From an optimization exercise on the open Yosys and OpenROAD flow, aimed at a short achievable clock period; shortcuts taken in it are not production practice.
At most, simulation tests tie the RTL to the original design; equivalence was not proved.
Power and IR drop assume default switching activity.

== JK ==
// pwmcore
module pwmcore (
    input  wire        clk,
    input  wire        rst,           
    input  wire        cmd_valid,
    input  wire [31:0] cmd_word,
    output reg         resp_valid,
    output wire [31:0] resp_word,
    input  wire [7:0]  ev_in,
    output wire [3:0]  pin_h,
    output wire [3:0]  pin_l,
    output wire        irq_fault,
    output wire [3:0]  irq_match,
    output wire        irq_ovf
);
    localparam N = 4;
    function automatic pfx16(input [15:0] g_in, input [15:0] p_in);
        reg [15:0] g, p;
        integer s, j;
        begin
            g = g_in;
            p = p_in;
            for (s = 1; s < 16; s = s * 2)
                for (j = 0; j < 16; j = j + 2 * s) begin
                    g[j+2*s-1] = g[j+2*s-1] | (p[j+2*s-1] & g[j+s-1]);
                    p[j+2*s-1] = p[j+2*s-1] & p[j+s-1];
                end
            pfx16 = g[15];
        end
    endfunction
    function automatic [1:0] cmp16(input [15:0] a, input [15:0] b);
        reg [15:0] l, m;
        reg        lh, mh;
        integer s, j;
        begin
            l = ~a & b;
            m = a & ~b;
            for (s = 1; s < 16; s = s * 2)
                for (j = 0; j < 16; j = j + 2 * s) begin
  ...
For scale: about 90 I/O pins, roughly 0.043 mm^2 of cells after synthesis.
Settings: LEC_CHECK=0, ABC_CLOCK_PERIOD_IN_PS=2500, CAP_MARGIN=20, CORE_MARGIN=2, CORE_UTILIZATION=40, PLACE_DENSITY=0.6, SETUP_SLACK_MARGIN=4.8, SLEW_MARGIN=20, SYNTH_HIERARCHICAL=1, SYNTH_MINIMUM_KEEP_SIZE=0; clock period 7.6 ns.
run.sh (not shown) runs the stock make flow with config.mk's settings and CLKGATE_MAP_FILE= SYNTH_SCRIPT=/design/flow/synth_recipe.tcl, a recipe that flattens the netlist after the stock synthesis.
Relative to JK, the following input files were edited for MS:
-- flow/config.mk --
<<< JK, line 7
export LEC_CHECK = 0
export ABC_CLOCK_PERIOD_IN_PS = 2500
export CAP_MARGIN = 20
>>> MS, line 7
export LEC_CHECK = 0
export ABC_AREA = 1
export CAP_MARGIN = 20
==> comparison <==
MS completed end to end with timing, DRC and antenna clean. The flow did not stop early for JK: all stages ran, and the layout cleared the timing, design-rule and antenna checks. MS vs. JK: fraction of power consumed by combinational cells went down by 0.6 points. On achievable frequency, the higher figure sits with MS, not JK. For the met1 layer usage reported by global route, MS came in 0.28 points lower than JK did. Endpoint of the most critical setup path: rb -> MS, match_s[2] -> JK.
No run of this note included a check of the RTL's function; only the layout flow was run.

---

pwmcore, a different RTL version from the one above (not shown whole).
Size: ~5500 cells after synthesis.
Design pwmcore, start of the top module:
module pwmcore (
    input  wire        clk,
    input  wire        rst,           
    input  wire        cmd_valid,
    input  wire [31:0] cmd_word,
    output reg         resp_valid,
    output wire [31:0] resp_word,
    input  wire [7:0]  ev_in,
    output wire [3:0]  pin_h,
    output wire [3:0]  pin_l,
    output wire        irq_fault,
    output wire [3:0]  irq_match,
    output wire        irq_ovf
);
export LEC_CHECK = 0
export ABC_CLOCK_PERIOD_IN_PS = 2500
export CAP_MARGIN = 20
export CORE_MARGIN = 2
export CORE_UTILIZATION = 40
export PLACE_DENSITY = 0.6
export SETUP_SLACK_MARGIN = 4.8
export SLEW_MARGIN = 20
export SYNTH_HIERARCHICAL = 1
export SYNTH_MINIMUM_KEEP_SIZE = 0
create_clock -name core_clock -period 7.6 [get_ports {clk}]
The baseline finished clean.
==> next run, changes <==
- ABC_AREA: default -> 1
- ABC_CLOCK_PERIOD_IN_PS: 2500 -> default
Result:
- sequential power is about the same
- sequential cell count stays the same
- total power goes down by about 0.36%
- global-route usage decreases by 0.73 points
No run of this note included a check of the RTL's function; only the layout flow was run.

---

rev 12:
Another version of the RTL of pwmcore (not shown whole).
For scale: ~5800 cells after synthesis, roughly 44000 µm² of cells after synthesis.
Settings: LEC_CHECK=0, ABC_CLOCK_PERIOD_IN_PS=2500, CAP_MARGIN=20, CORE_MARGIN=2, CORE_UTILIZATION=40, PLACE_DENSITY=0.6, SETUP_SLACK_MARGIN=4.8, SLEW_MARGIN=20, SYNTH_HIERARCHICAL=1, SYNTH_MINIMUM_KEEP_SIZE=0; clock period 7.6 ns.
Setup changes, rev 12 to rev 13
-- flow/config.mk --
<<< rev 12, line 8
export ABC_CLOCK_PERIOD_IN_PS = 2500
>>> rev 13, line 8
export ABC_AREA = 1
Results
The end point of the critical path comes out pm_e in one run and pin_h[1] in the other, namely in rev 13 and rev 12 respectively.
Rev 13 reports its leading cell type in the layout, fill and taps excluded as sky130_fd_sc_hd__nand2_1 while rev 12 reports sky130_fd_sc_hd__nor2_1.
Compared with rev 12, in rev 13 cell area fell 1300 µm², global routing met3 resource utilization fell 4.2 points, number of instances in the synthesized netlist rose 2061, met2 routed wirelength fell about 4%, met2 usage in global routing fell 2.9 points.
Power: rev 13 draws less than rev 12
No run of this note included a check of the RTL's function; only the layout flow was run.

---

pwmcore, a different RTL version from the one above (not shown whole).
Size: ~90 I/O pins, about 28000 sq um of cells after synthesis.
Settings: LEC_CHECK=0, ABC_CLOCK_PERIOD_IN_PS=1000, CAP_MARGIN=20, CORE_MARGIN=2, CORE_UTILIZATION=40, PLACE_DENSITY=0.6, SETUP_SLACK_MARGIN=5, SLEW_MARGIN=20; clock period 7.6 ns.
Then changed:
ABC_CLOCK_PERIOD_IN_PS = 2500   (was 1000)
SETUP_SLACK_MARGIN = 4.8   (was 5)
Outcome: Routed wire length drops by about 1%. Die area does not change. Sequential power hardly moves. Synthesized area does not change. Clock-buffer cell count climbs by 7. Hold slack is worse by 0.0035 ns. Sequential share of layout area climbs by 0.46 points.
Function was not checked in any run of this note: the RTL went through the layout flow alone.

---

Another version of the RTL of pwmcore (not shown whole).
Size in the first run: roughly 4500 cells after synthesis, about 540 flip-flops, roughly 39000 sq um of cells after synthesis.
Settings: LEC_CHECK=0, ABC_CLOCK_PERIOD_IN_PS=2500, CAP_MARGIN=20, CORE_MARGIN=2, CORE_UTILIZATION=40, PLACE_DENSITY=0.6, SETUP_SLACK_MARGIN=4.8, SLEW_MARGIN=20; clock period 7.6 ns.
The baseline passed the timing, design-rule and antenna checks.
==> next run, changes <==
ABC_AREA = 1   (was default)
ABC_CLOCK_PERIOD_IN_PS = default   (was 2500)
=> Setup slack improves by 0.40 ns; fmax goes up by 12%; area after synthesis goes up by 1.9%; power goes down by 0.76%.
No functional check of the RTL was part of any run of this note.

---

Another version of the RTL of pwmcore (not shown whole).
Size in the first run: about 45,000 µm² of cells after synthesis.
Settings: LEC_CHECK=0, ABC_CLOCK_PERIOD_IN_PS=2500, CAP_MARGIN=20, CORE_MARGIN=2, CORE_UTILIZATION=40, PLACE_DENSITY=0.6, SETUP_SLACK_MARGIN=4.8, SLEW_MARGIN=20, SYNTH_HIERARCHICAL=1, SYNTH_MINIMUM_KEEP_SIZE=0; clock period 7.6 ns.
Rerun with:
ABC_AREA = 1   (was default)
ABC_CLOCK_PERIOD_IN_PS = default   (was 2500)
Outcome:
- The changed run finished clean
- sequential power hardly moves
- total power climbs by a few percent
- wire length climbs by a few percent
- final cell count climbs by a quarter to a third
- setup slack gains 530 ps
Function was not checked in any run of this note: the RTL went through the layout flow alone.

---

the previous run:
pwmcore, a different RTL version from the one above (not shown whole).
For scale: ~7800 cells after synthesis, roughly 90 I/O pins, roughly 45000 um2 of cells after synthesis.
clock: 7.6 ns
lec_check: 0
abc_area: 1
cap_margin: 20
core_margin: 2
core_utilization: 40
place_density: 0.6
setup_slack_margin: 4.8
slew_margin: 20
synth_hierarchical: 1
synth_minimum_keep_size: 0
For the current run, these inputs were changed with respect to the previous run:
-- flow/config.mk --
<<< the previous run, line 7
export LEC_CHECK = 0
export ABC_AREA = 1
export CAP_MARGIN = 20
>>> the current run, line 7
export LEC_CHECK = 0
export ABC_CLOCK_PERIOD_IN_PS = 2500
export CAP_MARGIN = 20
On die span in y, the current run and the previous run are basically level. In the current run the total combinational power turned out about 10% higher than in the previous run. Of the current run and the previous run, it is the current run that has the higher average routed wire per standard cell. Of the current run and the previous run, it is the current run that has the lower post-synthesis cell area. Lower delay of the slowest cell on the worst path among the current run and the previous run: the previous run. Taking the previous run as the reference, in the current run met1 routing resource usage after global routing grew by 1.5 points, fraction of area in registers shrank by 0.67 points, number of standard cells in the layout, taps in and fillers out shrank by 1939. The previous run reports its worst setup path startpoint as cmd_word[0] while the current run reports cmd_word[25]. Of the current run and the previous run, the higher count of clock-buffer cells in the layout belongs to the previous run.
No functional check of the RTL was part of any run of this note.

---

pwmcore, a different RTL version from the one above (not shown whole).
For scale: ~7700 cells after synthesis, roughly 90 I/O pins, about 0.043 mm^2 of cells after synthesis.
clock: 7.6 ns
lec_check: 0
abc_area: 1
cap_margin: 20
core_margin: 2
core_utilization: 40
place_density: 0.6
setup_slack_margin: 5
slew_margin: 20
synth_hierarchical: 1
synth_minimum_keep_size: 0
Then changed:
- SETUP_SLACK_MARGIN: 5 -> 4.8
=> The changed run went through all stages and came out clean; power drops by 2.2%; count of clock-buffer cells in the layout is lower by 14; clock power is about the same; final cell count decreases by about 1.5%; routed wire length went down by about 9%; synthesized area is unchanged; combinational power came out lower by about 10%; cell area fell by 5.7%; maximum frequency is higher by 3.7%.
Function was not checked in any run of this note: the RTL went through the layout flow alone.

---

pwmcore, a different RTL version from the one above (not shown whole).
For scale: about 3900 cells after synthesis, about 530 flip-flops, roughly 90 I/O pins.
// pwmcore
module pwmcore (
    input  wire        clk,
    input  wire        rst,           
    input  wire        cmd_valid,
    input  wire [31:0] cmd_word,
    output reg         resp_valid,
    output wire [31:0] resp_word,
    input  wire [7:0]  ev_in,
    output reg  [3:0]  pin_h,
    output reg  [3:0]  pin_l,
    output wire        irq_fault,
    output wire [3:0]  irq_match,
    output wire        irq_ovf
);
export LEC_CHECK = 0
export ABC_CLOCK_PERIOD_IN_PS = 2500
export CAP_MARGIN = 20
export CORE_MARGIN = 2
export CORE_UTILIZATION = 40
export PLACE_DENSITY = 0.6
export SETUP_SLACK_MARGIN = 4.8
export SLEW_MARGIN = 20
create_clock -name core_clock -period 7.6 [get_ports {clk}]
The starting point finished clean.
Next try:
Settings changed: ABC_CLOCK_PERIOD_IN_PS 2500 to not set, SETUP_SLACK_MARGIN 4.8 to 4.2.
Effect:
- setup slack degrades by 45 ps
- worst hold slack is better by 25 ps
- sequential cell count is unchanged
- routed wire length drops by 7.3%
- die area does not change
- fmax is lower by 1.2%
- clock power went down by about 6%
- cell count drops by 3.9%
- via count falls by 4.4%
- clock-buffer cell count fell by 9
- area after synthesis stays the same

---

P:
pwmcore, a different RTL version from the one above (not shown whole).
make LEC_CHECK=0 ABC_AREA=1 CAP_MARGIN=20 CORE_MARGIN=2 CORE_UTILIZATION=40 PLACE_DENSITY=0.6 SETUP_SLACK_MARGIN=4.0 SLEW_MARGIN=20 SYNTH_HIERARCHICAL=1 SYNTH_MINIMUM_KEEP_SIZE=0 finish   # period 7.6 ns
Here is what was changed in the inputs of Q compared with P.
- SETUP_SLACK_MARGIN now 4.8, was 4.0
==> comparison <==
- Q ended up with a lower clock skew than P did.
- Overall power of the completed layout: Q vs P, no meaningful difference
- Compare P and Q | layout overhead on the synthesized area lower: P
- The final reports for Q and P show non-clock buffer count higher in the former.
- Going from P to Q, final design utilization grows by 4.8 points.
- Between P and Q, met2 usage in global routing is higher for Q, P comes in under that.
- Against P, Q comes in 8.0 points lower on portion of the clock cycle consumed by the worst path in the final layout.
Relative to Q, the following input files were edited for R:
- clearing ABC_AREA, which used to be 1
- putting ABC_CLOCK_PERIOD_IN_PS at 2500 where nothing was set
[summary]
- Cmp R and Q / final weighted congestion in routability-driven placement / lower: Q
- Across R and Q, none had a timing, DRC or antenna violation.
- Compared with Q, clock buffer count in the final layout in R decreased by a few percent.
- The largest stage delay on the critical path of R exceeds that of Q by 0.20 ns.
- Relative to Q, the count of mapped cells out of synthesis measured on R has decreased by more than a quarter.
- R vs. Q: non-clock buffer count went up by 6.3%.
- Of the two values seen for endpoint of the most critical setup path, rb$_SDFF_PP0_ was produced by R and pin_h[1]$_SDFF_PP0_ by Q.
- Looking only at mean area per synthesized cell, and setting everything else aside, the lower value of R and Q goes to Q.
- For area of the multi-input gates, dividing the value from R by the value from Q gives 1.09.
- Q vs R, slowest stage cell on the critical path: dlygate4sd2_1 vs fa_1
- Die area: R vs Q down about 1.3%
Input changes introduced in S (baseline for comparison: R):
- a deleted ABC_CLOCK_PERIOD_IN_PS that had been 2500
- a change of CORE_UTILIZATION from 40 to 50
- a change of PLACE_DENSITY from 0.6 to 0.7
- an added ABC_AREA of 1
- a change of SETUP_SLACK_MARGIN from 4.8 to 5
## What came out
Relative to R, the final cell area reported for S is higher. A most frequent standard cell in the layout excluding fill and tap cells of nand2_1 is what S shows, while nor2_1 belongs to R. Multi-input combinational gate total delta for S relative to R: 1417 higher. Detailed-route vias per instance in S is about 8% lower than in R. Against R, placed wire-length estimate in S came out worse. Against R as the reference, S delivers a lower total of fill cells in the finished design. Compared R against S; total met3 wirelength after detailed routing within noise. Diff R and S: met1 usage lower in R. Min met2 routing resource usage after global routing across R and S: R. S vs R, area of combinational cells with multiple inputs went down by about 8%.
Edits applied to the flow inputs when going from S to T:
- swapping 0.7 for 0.5 in PLACE_DENSITY
- swapping 5 for 4.8 in SETUP_SLACK_MARGIN
- swapping 50 for 30 in CORE_UTILIZATION
### Flow results
- No stage failed in T, and the final checks on the layout all came back clean.
- Summary: with S as the reference, power dissipated by switching net loads in T moved up by a few percent.
- Diff S -> T: cell count grew by 732, hold slack shows an increase of 0.0069 ns, leakage power lost about 0.7%, global-route track usage on met1 shrank by 13 points.

---

the reference run:
Another version of the RTL of pwmcore (not shown whole).
For scale: roughly 370 flip-flops, roughly 90 I/O pins, roughly 0.030 sq mm of cells after synthesis.
Design pwmcore, start of the top module:
module pwmcore (
    input  wire        clk,
    input  wire        rst,           
    input  wire        cmd_valid,
    input  wire [31:0] cmd_word,
    output reg         resp_valid,
    output wire [31:0] resp_word,
    input  wire [7:0]  ev_in,
    output reg  [3:0]  pin_h,
    output reg  [3:0]  pin_l,
    output wire        irq_fault,
    output wire [3:0]  irq_match,
    output wire        irq_ovf
);
    localparam N = 4;
    reg [15:0] period;
    reg [15:0] period_m1;       
    reg        direction;       
    reg        mode;            
    reg [9:0]  div;
    reg        enabled;
    reg [15:0] ncnt;            
    reg        nphase;          
    reg        nbnd;            
    reg [9:0]  presc;
    reg        phit;            
    reg [15:0] max_duty;
    reg [15:0] active  [0:N-1];
    reg [15:0] pending [0:N-1];
    reg [N-1:0] raw;
    reg [7:0]  dt_low  [0:N-1];
    reg [7:0]  dt_high [0:N-1];
    reg [7:0]  dt_cnt  [0:N-1];
    reg        fstate;          
    reg        forced;
    reg        restart;         
    reg        safe;
    reg [7:0]  evmask;
    reg [N-1:0] match;
    reg        ovf;
    reg        faultif;
    reg        cfgerr;
    reg [7:0]  ev_prev;
    reg        resp_hi31, resp_hi29, resp_hi28;
    reg [15:0] resp_lo;
    wire [3:0]  op       = cmd_word[31:28];
    wire [1:0]  ix       = cmd_word[25:24];
    wire [15:0] value    = cmd_word[15:0];
    wire [15:0] c_period = cmd_word[15:0];
    wire [9:0]  c_div    = cmd_word[25:16];
    wire        c_mode   = cmd_word[26];
    wire        c_dir    = cmd_word[27];
    wire [7:0]  c_low    = cmd_word[15:8];
    wire [7:0]  c_high   = cmd_word[7:0];
    wire z_7_0   = ~|cmd_word[7:0];
  ...
export LEC_CHECK = 0
export CAP_MARGIN = 20
export CORE_MARGIN = 2
export CORE_UTILIZATION = 40
export PLACE_DENSITY = 0.6
export SLEW_MARGIN = 20
create_clock -name core_clock -period 7.6 [get_ports {clk}]
#### Input delta (the trial run over the reference run)
Settings: setting SETUP_SLACK_MARGIN to 4.8 for the first time; setting ABC_CLOCK_PERIOD_IN_PS to 2500 for the first time.
Notes after the runs:
- When the trial run is measured against the reference run, its power share of the clock group turns out 1.8 points lower.
- On the trial run: total power is 3.0% higher than what the reference run gave.
- The trial run ends up with a worst setup slack that is 1.60 ns higher than in the reference run.
No functional check of the RTL was part of any run of this note.

## separate check: timing with driven ports
Ports are ideal in the flow. The routed layouts listed here were re-timed in OpenROAD. Step 1: set_driving_cell puts a clkbuf_16 on clk and a buf_2 on each other input, an assumption about the parent block. Step 2 times the ports against the registers' clock, not the clock port: input delays grow and output delays shrink by t, the midpoint of the rising clock arrivals with the driver on. Slacks: ideal ports / drivers / drivers and shift; pairs: ideal ports / drivers.
run	t, ns	setup WS [ns]	worst hold slack (ns)	latest minus earliest clock arrival (ns)	slew at the worst register clock pin (ns)
JK	0.703	3.885 / 3.918 / 3.215	0.462 / 0.462 / 0.462	0.038 / 0.038	0.07 / 0.07
MS	0.703	4.483 / 4.499 / 3.806	0.481 / 0.481 / 0.481	0.035 / 0.035	0.07 / 0.07
the first run of note 2	0.710	4.028 / 4.055 / 3.359	0.470 / 0.470 / 0.470	0.058 / 0.058	0.07 / 0.07
the second run of note 2	0.708	4.160 / 4.090 / 3.908	0.489 / 0.489 / 0.489	0.028 / 0.029	0.06 / 0.06
rev 12	0.736	3.733 / 3.655 / 2.918	0.467 / 0.467 / 0.467	0.047 / 0.047	0.07 / 0.07
rev 13	0.732	4.352 / 4.267 / 3.536	0.480 / 0.480 / 0.480	0.042 / 0.041	0.07 / 0.07
the first run of note 4	0.684	3.667 / 3.684 / 3.012	0.489 / 0.489 / 0.489	0.037 / 0.037	0.07 / 0.07
the second run of note 4	0.676	3.725 / 3.747 / 3.083	0.486 / 0.486 / 0.486	0.028 / 0.028	0.07 / 0.07
the first run of note 5	0.752	3.951 / 3.951 / 3.217	0.494 / 0.494 / 0.494	0.034 / 0.035	0.08 / 0.08
the second run of note 5	0.749	4.346 / 4.387 / 3.638	0.470 / 0.470 / 0.470	0.042 / 0.042	0.07 / 0.07
the first run of note 6	0.722	3.891 / 3.840 / 3.118	0.466 / 0.466 / 0.466	0.040 / 0.039	0.07 / 0.07
the second run of note 6	0.735	4.418 / 4.418 / 3.832	0.475 / 0.475 / 0.475	0.056 / 0.056	0.07 / 0.07
the previous run	0.720	4.181 / 4.165 / 3.445	0.483 / 0.483 / 0.483	0.026 / 0.026	0.06 / 0.06
the current run	0.726	3.303 / 3.314 / 2.589	0.474 / 0.474 / 0.474	0.051 / 0.051	0.07 / 0.07
the first run of note 8	0.691	4.365 / 4.337 / 3.646	0.480 / 0.480 / 0.480	0.048 / 0.048	0.07 / 0.07
the second run of note 8	0.700	4.480 / 4.486 / 3.786	0.479 / 0.479 / 0.479	0.053 / 0.053	0.07 / 0.07
the first run of note 9	0.702	3.919 / 3.919 / 3.307	0.476 / 0.476 / 0.476	0.024 / 0.024	0.08 / 0.08
the second run of note 9	0.707	3.874 / 3.901 / 3.210	0.500 / 0.500 / 0.500	0.041 / 0.042	0.08 / 0.08
P	0.710	3.912 / 3.953 / 3.244	0.479 / 0.479 / 0.479	0.044 / 0.045	0.06 / 0.06
Q	0.704	4.517 / 4.445 / 3.742	0.481 / 0.481 / 0.481	0.041 / 0.041	0.07 / 0.07
R	0.732	4.031 / 4.031 / 3.365	0.482 / 0.482 / 0.482	0.023 / 0.023	0.07 / 0.07
S	0.713	4.495 / 4.478 / 3.765	0.474 / 0.474 / 0.474	0.042 / 0.042	0.07 / 0.07
T	0.726	4.442 / 4.445 / 3.719	0.481 / 0.481 / 0.481	0.052 / 0.052	0.07 / 0.07
the reference run	0.663	1.542 / 1.581 / 0.918	0.457 / 0.457 / 0.457	0.040 / 0.040	0.07 / 0.07
the trial run	0.673	3.137 / 3.167 / 2.494	0.473 / 0.473 / 0.473	0.036 / 0.036	0.07 / 0.07
After both steps setup and hold are still met in every run listed. For rev 13, which loses most, drivers alone change the setup slack by -0.085 ns; drivers and shift together by -0.816 ns.
